Background: an optimization exercise with open tools, aiming at small area, a short achievable clock period and few clock cycles. Do not read the settings as production practice.
The RTL of this run was laid out without a check of its function.
Power is estimated from default activity; no workload was simulated.

==> flow/run.sh <==
#!/bin/bash
# synth_recipe.tcl (not shown) runs the flow's synth.tcl, then flattens the netlist and writes it again
# the make line also repeats each setting of config.mk as NAME=value (left out here)
make -C /OpenROAD-flow-scripts/flow DESIGN_CONFIG=/design/flow/config.mk WORK_HOME=/design/flow/orfs CLKGATE_MAP_FILE= SYNTH_SCRIPT=/design/flow/synth_recipe.tcl finish
==> flow/config.mk <==
export PLATFORM = sky130hd
export DESIGN_NAME = fec_engine
export DESIGN_NICKNAME = fec_engine
export VERILOG_FILES = /design/flow/design.v
export SDC_FILE = /design/flow/constraint.sdc
export NUM_CORES = 4
export LEC_CHECK = 0
export CAP_MARGIN = 20
export CORE_MARGIN = 2
export CORE_UTILIZATION = 40
export PLACE_DENSITY = 0.6
export SLEW_MARGIN = 20
==> flow/constraint.sdc <==
create_clock -name core_clock -period 10.0 [get_ports {clk}]
set_input_delay 2.0000 -clock core_clock [delete_from_list [all_inputs] [get_ports {clk}]]
set_output_delay 2.0000 -clock core_clock [all_outputs]
set_load 0.01 [all_outputs]
==> flow/design.v <==
module fec_engine (
    input  wire        clk,
    input  wire        rst,
    input  wire        cfg_valid,
    output wire        cfg_ready,
    input  wire [9:0]  cfg_k,
    input  wire [11:0] cfg_len,
    output reg  [5:0]  stat_p,
    output reg         stat_m16,
    output reg         stat_unavail,
    input  wire        in_valid,
    output wire        in_ready,
    input  wire [15:0] in_sym,
    output wire        out_valid,
    input  wire        out_ready,
    output wire [15:0] out_sym
);
    localparam integer P_MAX = 52;           
    localparam [2:0] S_IDLE = 3'd0,
                     S_LOAD = 3'd1,
                     S_INV  = 3'd2,
                     S_MAC  = 3'd3,
                     S_OUT  = 3'd4;
    function [15:0] gmul;
        input [15:0] a;
        input [15:0] b;
        input        m16;
        reg   [30:0] prod;
        integer      n;
        begin
            prod = 31'd0;
            for (n = 0; n < 16; n = n + 1)
                if (b[n])
                    prod = prod ^ ({15'd0, a} << n);
            if (m16) begin
                for (n = 30; n >= 16; n = n - 1)
                    if (prod[n])
                        prod = prod ^ (31'h1100B << (n - 16));
            end else begin
                for (n = 14; n >= 8; n = n - 1)
                    if (prod[n])
                        prod = prod ^ (31'h11D << (n - 8));
            end
            gmul = prod[15:0];
        end
    endfunction
    reg  [2:0]  state;
    reg  [9:0]  k_r;
    reg  [5:0]  p_r;
    reg         m16_r;
    reg  [11:0] cols_left;
    reg  [9:0]  i_r;
    reg  [5:0]  j_r;
    reg  [15:0] sym_r;
    reg  [15:0] base_r;
    reg  [15:0] res_r;
    reg  [3:0]  bit_r;
    reg  [15:0] acc [0:P_MAX-1];
    wire [10:0] k_ext    = {1'b0, cfg_k};
    wire [10:0] p_div    = (k_ext + 11'd19) / 11'd20;
    wire [5:0]  p_calc   = (cfg_k <= 10'd20) ? 6'd1 : p_div[5:0];
    wire [10:0] rows     = k_ext + {5'd0, p_calc};
    wire        fits8    = (rows <= 11'd256);
    wire        m16_calc = !fits8 && !cfg_len[0];
    wire        unav     = !fits8 && cfg_len[0];
    wire [11:0] ncols    = unav ? 12'd0 : (m16_calc ? {1'b0, cfg_len[11:1]} : cfg_len);
    wire [15:0] kj       = {6'd0, k_r} + {10'd0, j_r};
    wire [15:0] sq       = gmul(base_r, base_r, m16_r);
    wire [15:0] mul      = gmul(res_r, base_r, m16_r);
    wire [15:0] prod     = gmul(res_r, sym_r, m16_r);
    wire [3:0]  last_bit = m16_r ? 4'd15 : 4'd7;
    assign cfg_ready = (state == S_IDLE);
    assign in_ready  = (state == S_LOAD);
    assign out_valid = (state == S_OUT);
    assign out_sym   = acc[j_r];
    integer q;
    always @(posedge clk) begin
        if (rst) begin
            state        <= S_IDLE;
            stat_p       <= 6'd0;
            stat_m16     <= 1'b0;
            stat_unavail <= 1'b0;
        end else begin
            case (state)
                S_IDLE: begin
                    if (cfg_valid) begin
                        k_r          <= cfg_k;
                        p_r          <= p_calc;
                        m16_r        <= m16_calc;
                        cols_left    <= ncols;
                        stat_p       <= p_calc;
                        stat_m16     <= m16_calc;
                        stat_unavail <= unav;
                        i_r          <= 10'd0;
                        for (q = 0; q < P_MAX; q = q + 1)
                            acc[q] <= 16'd0;
                        if (ncols != 12'd0)
                            state <= S_LOAD;
                    end
                end
                S_LOAD: begin
                    if (in_valid) begin
                        sym_r <= m16_r ? in_sym : {8'd0, in_sym[7:0]};
                        j_r   <= 6'd0;
                        state <= S_INV;
                        base_r <= {6'd0, i_r} ^ {6'd0, k_r};
                        res_r  <= 16'd1;
                        bit_r  <= 4'd0;
                    end
                end
                S_INV: begin
                    if (bit_r != 4'd0)
                        res_r <= mul;
                    base_r <= sq;
                    bit_r  <= bit_r + 4'd1;
                    if (bit_r == last_bit)
                        state <= S_MAC;
                end
                S_MAC: begin
                    acc[j_r] <= acc[j_r] ^ prod;
                    if (j_r + 6'd1 < p_r) begin
                        j_r    <= j_r + 6'd1;
                        base_r <= {6'd0, i_r} ^ (kj + 16'd1);
                        res_r  <= 16'd1;
                        bit_r  <= 4'd0;
                        state  <= S_INV;
                    end else begin
                        j_r <= 6'd0;
                        if (i_r + 10'd1 < k_r) begin
                            i_r   <= i_r + 10'd1;
                            state <= S_LOAD;
                        end else begin
                            state <= S_OUT;
                        end
                    end
                end
                S_OUT: begin
                    if (out_ready) begin
                        if (j_r + 6'd1 < p_r) begin
                            j_r <= j_r + 6'd1;
                        end else begin
                            j_r <= 6'd0;
                            i_r <= 10'd0;
                            for (q = 0; q < P_MAX; q = q + 1)
                                acc[q] <= 16'd0;
                            cols_left <= cols_left - 12'd1;
                            if (cols_left == 12'd1)
                                state <= S_IDLE;
                            else
                                state <= S_LOAD;
                        end
                    end
                end
                default: state <= S_IDLE;
            endcase
        end
    end
endmodule
==> flow_metrics.env <==
export IMPL_outcome="complete, no violations"
export IMPL_wl_um=161000
export IMPL_place_ws_ns=0.836
export IMPL_hold_buffers=0
export IMPL_area_delta_synth_final_pct=10.9
export IMPL_drive_gt1_share_pct=14.4
export IMPL_fmax_mhz=117
export IMPL_cp_end_kind="register"
export IMPL_intPower_mw=9.75
export IMPL_synthAdderAreaFrac_pct=0.775
export IMPL_finalPower_mw=15.9
export IMPL_mostFrequentLayoutCells="1121 x edfxtp_1, 920 x nor2_1, 665 x nand2_1"
export IMPL_finalWeightedCongestion=0.853
export IMPL_cpPeakStageDelay_ns=0.64
export IMPL_nets=4529
export IMPL_cp_start_kind="input pin"
export IMPL_grt_overflow=0
export IMPL_grt_max_degree=144
export IMPL_syn_avg_cell_area_um2=12.8
export IMPL_hold_class="reg2reg"
export IMPL_async_flop_share_pct=0
export IMPL_path_delay_family="compound AO/OA/AOI/OAI gates"
export IMPL_synthFlopType="edfxtp_1"
export IMPL_synth_seq_cells=1138
export IMPL_post_route_period_util_pct=85.6
export IMPL_power_switching_mw=6.15
export IMPL_ir_drop_v=0.000346
export IMPL_setup_slack_ns=1.44
export IMPL_vias=35828
export IMPL_hpwl_um=97200
export IMPL_slew_headroom_pct=26.6
export IMPL_worstPathMaxFanout=25
export IMPL_drtPass1Iterations=5
export IMPL_worstPathRequired_ns=10.46
export IMPL_grt_pass1_wl_um=240000
export IMPL_placedInstanceArea_um2=61000
export IMPL_fin_skew_ns=0.0926
export IMPL_final_util_pct=44.6
export IMPL_dieArea_um2=149000
export IMPL_ioPinCount=70
export IMPL_drv_slew=0
export IMPL_route_detailed_drc=0
export IMPL_die_h_um=386
export IMPL_initial_core_util_pct=40.2
export IMPL_p_seq_share_pct=37.4
export IMPL_port_buffers=69
export IMPL_drt_initial_drc_count=3388
export IMPL_track_usage_pct=21.8
export IMPL_synthSimpleGateAreaFrac_pct=11.8
export IMPL_clk_latency_ns=0.78
export IMPL_synth_nets=4630
export IMPL_p_leak_nw=22.5
export IMPL_worst_pin_slew_ns=1.10
export IMPL_synth_cells=4552
export IMPL_final_setup_tns_ns=0
export IMPL_yosysSeqAreaShare_pct=58.1
export IMPL_cts_root_buffer="clkbuf_16"
export IMPL_timing_critical_path_buf_inv=4
export IMPL_synth_area_mux_share_pct=13.3
export IMPL_period_minus_slack_ns=8.56
export IMPL_critPathSlowestCell="clkdlybuf4s50_1"
export IMPL_comb_power_share_pct=34.9
export IMPL_cts_htree_levels=3
export IMPL_synth_edf_count=1121
export IMPL_crit_type="in2reg"
export IMPL_ant_nets=0
export IMPL_arrival_ns=9.03
export IMPL_power_density_nw_per_um2=245
export IMPL_die_w_um=386
export IMPL_yosysWarnings=1
export IMPL_synth_compound_area_share_pct=1.95
export IMPL_rsz0062_at_grt="no"
export IMPL_max_cap_violations=0
export IMPL_ctsResizeCount=0
export IMPL_cts_buffer_depth=3
export IMPL_coreArea_um2=145000
export IMPL_cts_num_sinks=1138
export IMPL_cts_made_buffers=118
export IMPL_final_common_cell="edfxtp_1"
export IMPL_stdcell_area_um2=64900
export IMPL_clkSlewWorstSetupHoldPaths_ns=0.06
export IMPL_ys_types=74
export IMPL_synth_top_family_by_area="multiplexers"
export IMPL_cp_common_cell="a21oi_1"
export IMPL_synthXorXnorAreaFrac_pct=11.0
export IMPL_first_global_vias=35678
export IMPL_cts_tree="done"
export IMPL_post_cts_buffers=0
export IMPL_setup_viol=0
export IMPL_vias_per_cell=5.54
export IMPL_hold_viol=0
export IMPL_antenna_cells=0
export IMPL_wl_per_cell_um=25.0
export IMPL_grt_antenna_before_repair=2
export IMPL_power_switching_fraction_pct=38.7
export IMPL_row_count=140
export IMPL_pwr_share_clk_pct=27.7
export IMPL_synth_area_um2=58500
==> metal layers <==
layer	part of all wire (%)	track usage (%)	up-vias
met5	0	0	-
met4	3.0	6.49	0
met3	8.2	3.93	244
met2	48	35.1	1419
met1	41	30.0	18364
li1	-	-	15801
==> power groups by stage <==
stage               registers, mW  logic (mW)  clock network [mW]
floorplan                    5.97        3.65                   0
global placement             6.04        5.47                   0
detailed placement           6.04        5.52                   0
CTS                          5.94        5.54                4.46
global route                 5.96        5.92                4.62
finish                       5.94        5.55                4.40
==> cells by family after synthesis <==
| logic type | after synthesis |
|---|---|
| and+or+nand+nor | 1737 |
| muxes | 357 |
| adders and majority gates | 35 |
| xor gates and xnor gates | 671 |
| DFF | 1138 |
| buffers and inverters | 431 |
| AOI/OAI and AO/OA | 183 |
==> through the flow <==
stage	hold WS, ns	instances
global route	0.520	6465
finish	0.497	6465
global placement	0.481	6247
floorplan	0.481	4552
detailed placement	0.496	6247
CTS	0.504	6464
==> final cells by class <==
type | count | area [um^2]
inverters | 54 | 203
repair buffers | 156 | 1400
fillers | 12988 | 80500
clock buffers | 146 | 3080
flip-flops and latches | 1138 | 34000
clock inverters | 71 | 763
multi-input cells | 2983 | 23000
well taps | 1917 | 2400
==> flip-flops by register name (all words and copies together) (netlist names), named ones only <==
| register | flops |
|---|---|
| acc | 1024 |
| base_r | 16 |
| bit_r | 4 |
| cols_left | 12 |
| i_r | 10 |
| j_r | 6 |
| k_r | 10 |
| m16_r | 1 |
| p_r | 6 |
| res_r | 16 |
| stat_m16 | 1 |
| stat_p | 6 |
| stat_unavail | 1 |
| state | 3 |
| sym_r | 16 |
==> worst paths after layout <==
| kind | to | start | depth (start not counted) | slack, ns |
|---|---|---|---|---|
| hold / removal | stat_m16 | stat_m16 | 2 | 0.50 |
| setup reg to reg | acc[55][7] | res_r[13] | 12 | 4.55 |
| setup / recovery | cols_left[9] | cfg_k[1] | 27 | 1.44 |
| hold reg to reg | stat_m16 | stat_m16 | 2 | 0.50 |
==> cell usage after synthesis (6+ instances only) <==
library cell	instances	share of area, %
edfxtp_1	1121	58
nor2_1	924	5.9
nand2_1	665	4.3
xnor2_1	456	6.8
mux4_2	336	13
clkbuf_1	252	1.6
xor2_1	174	2.6
buf_2	80	0.68
a21oi_1	63	0.54
inv_1	46	0.30
o21ai_0	41	0.35
buf_1	34	0.22
ha_1	33	0.71
xnor3_1	29	1.1
nand3_1	21	0.18
and2_1	20	0.21
nor3_1	19	0.16
dfxtp_1	17	0.58
nor3b_1	17	0.22
nor4_1	14	0.15
mux2_2	12	0.23
nor2b_1	12	0.13
o211ai_1	10	0.13
and3_1	9	0.096
a211oi_1	8	0.10
a21o_1	8	0.10
mux2i_1	8	0.14
o21a_1	8	0.10
a22oi_1	7	0.090
buf_6	6	0.12
inv_2	6	0.039
nand2b_1	6	0.064
xnor2_2	6	0.17
==> worst reg2reg max path, stage by stage, from the launching register on <==
cell	delay [ns]
edfxtp_1	0.54
buf_4	0.42
nand2_2	0.15
xor2_2	0.21
xnor2_2	0.29
xnor3_2	0.59
xor2_4	0.32
xnor2_1	0.14
xnor2_1	0.14
a21oi_1	0.77
xor2_4	0.88
buf_4	0.50
inv_1	0.26

port drivers added, routing unchanged:
How much do the figures lean on ideal ports? The routed layout below was timed once more, with nothing changed but the port constraints.
Step 1 assumes that a clkbuf_16 drives the clock port and a buf_2 every other input.
Step 2 also shifts input and output timing later by t, the mid clock arrival at the registers, as if the neighbouring blocks saw the same clock.
Three values: ideal, step 1, step 2; two values: the first two.
t (ns): 0.819
slack for setup (ns): 1.435 / 1.495 / 0.676
worst hold slack (ns): 0.497 / 0.497 / 0.497
latest minus earliest clock arrival (ns): 0.093 / 0.092
After both steps this run still meets setup and hold. The setup slack of this run moves by +0.060 ns with the drivers and by -0.759 ns with both steps.
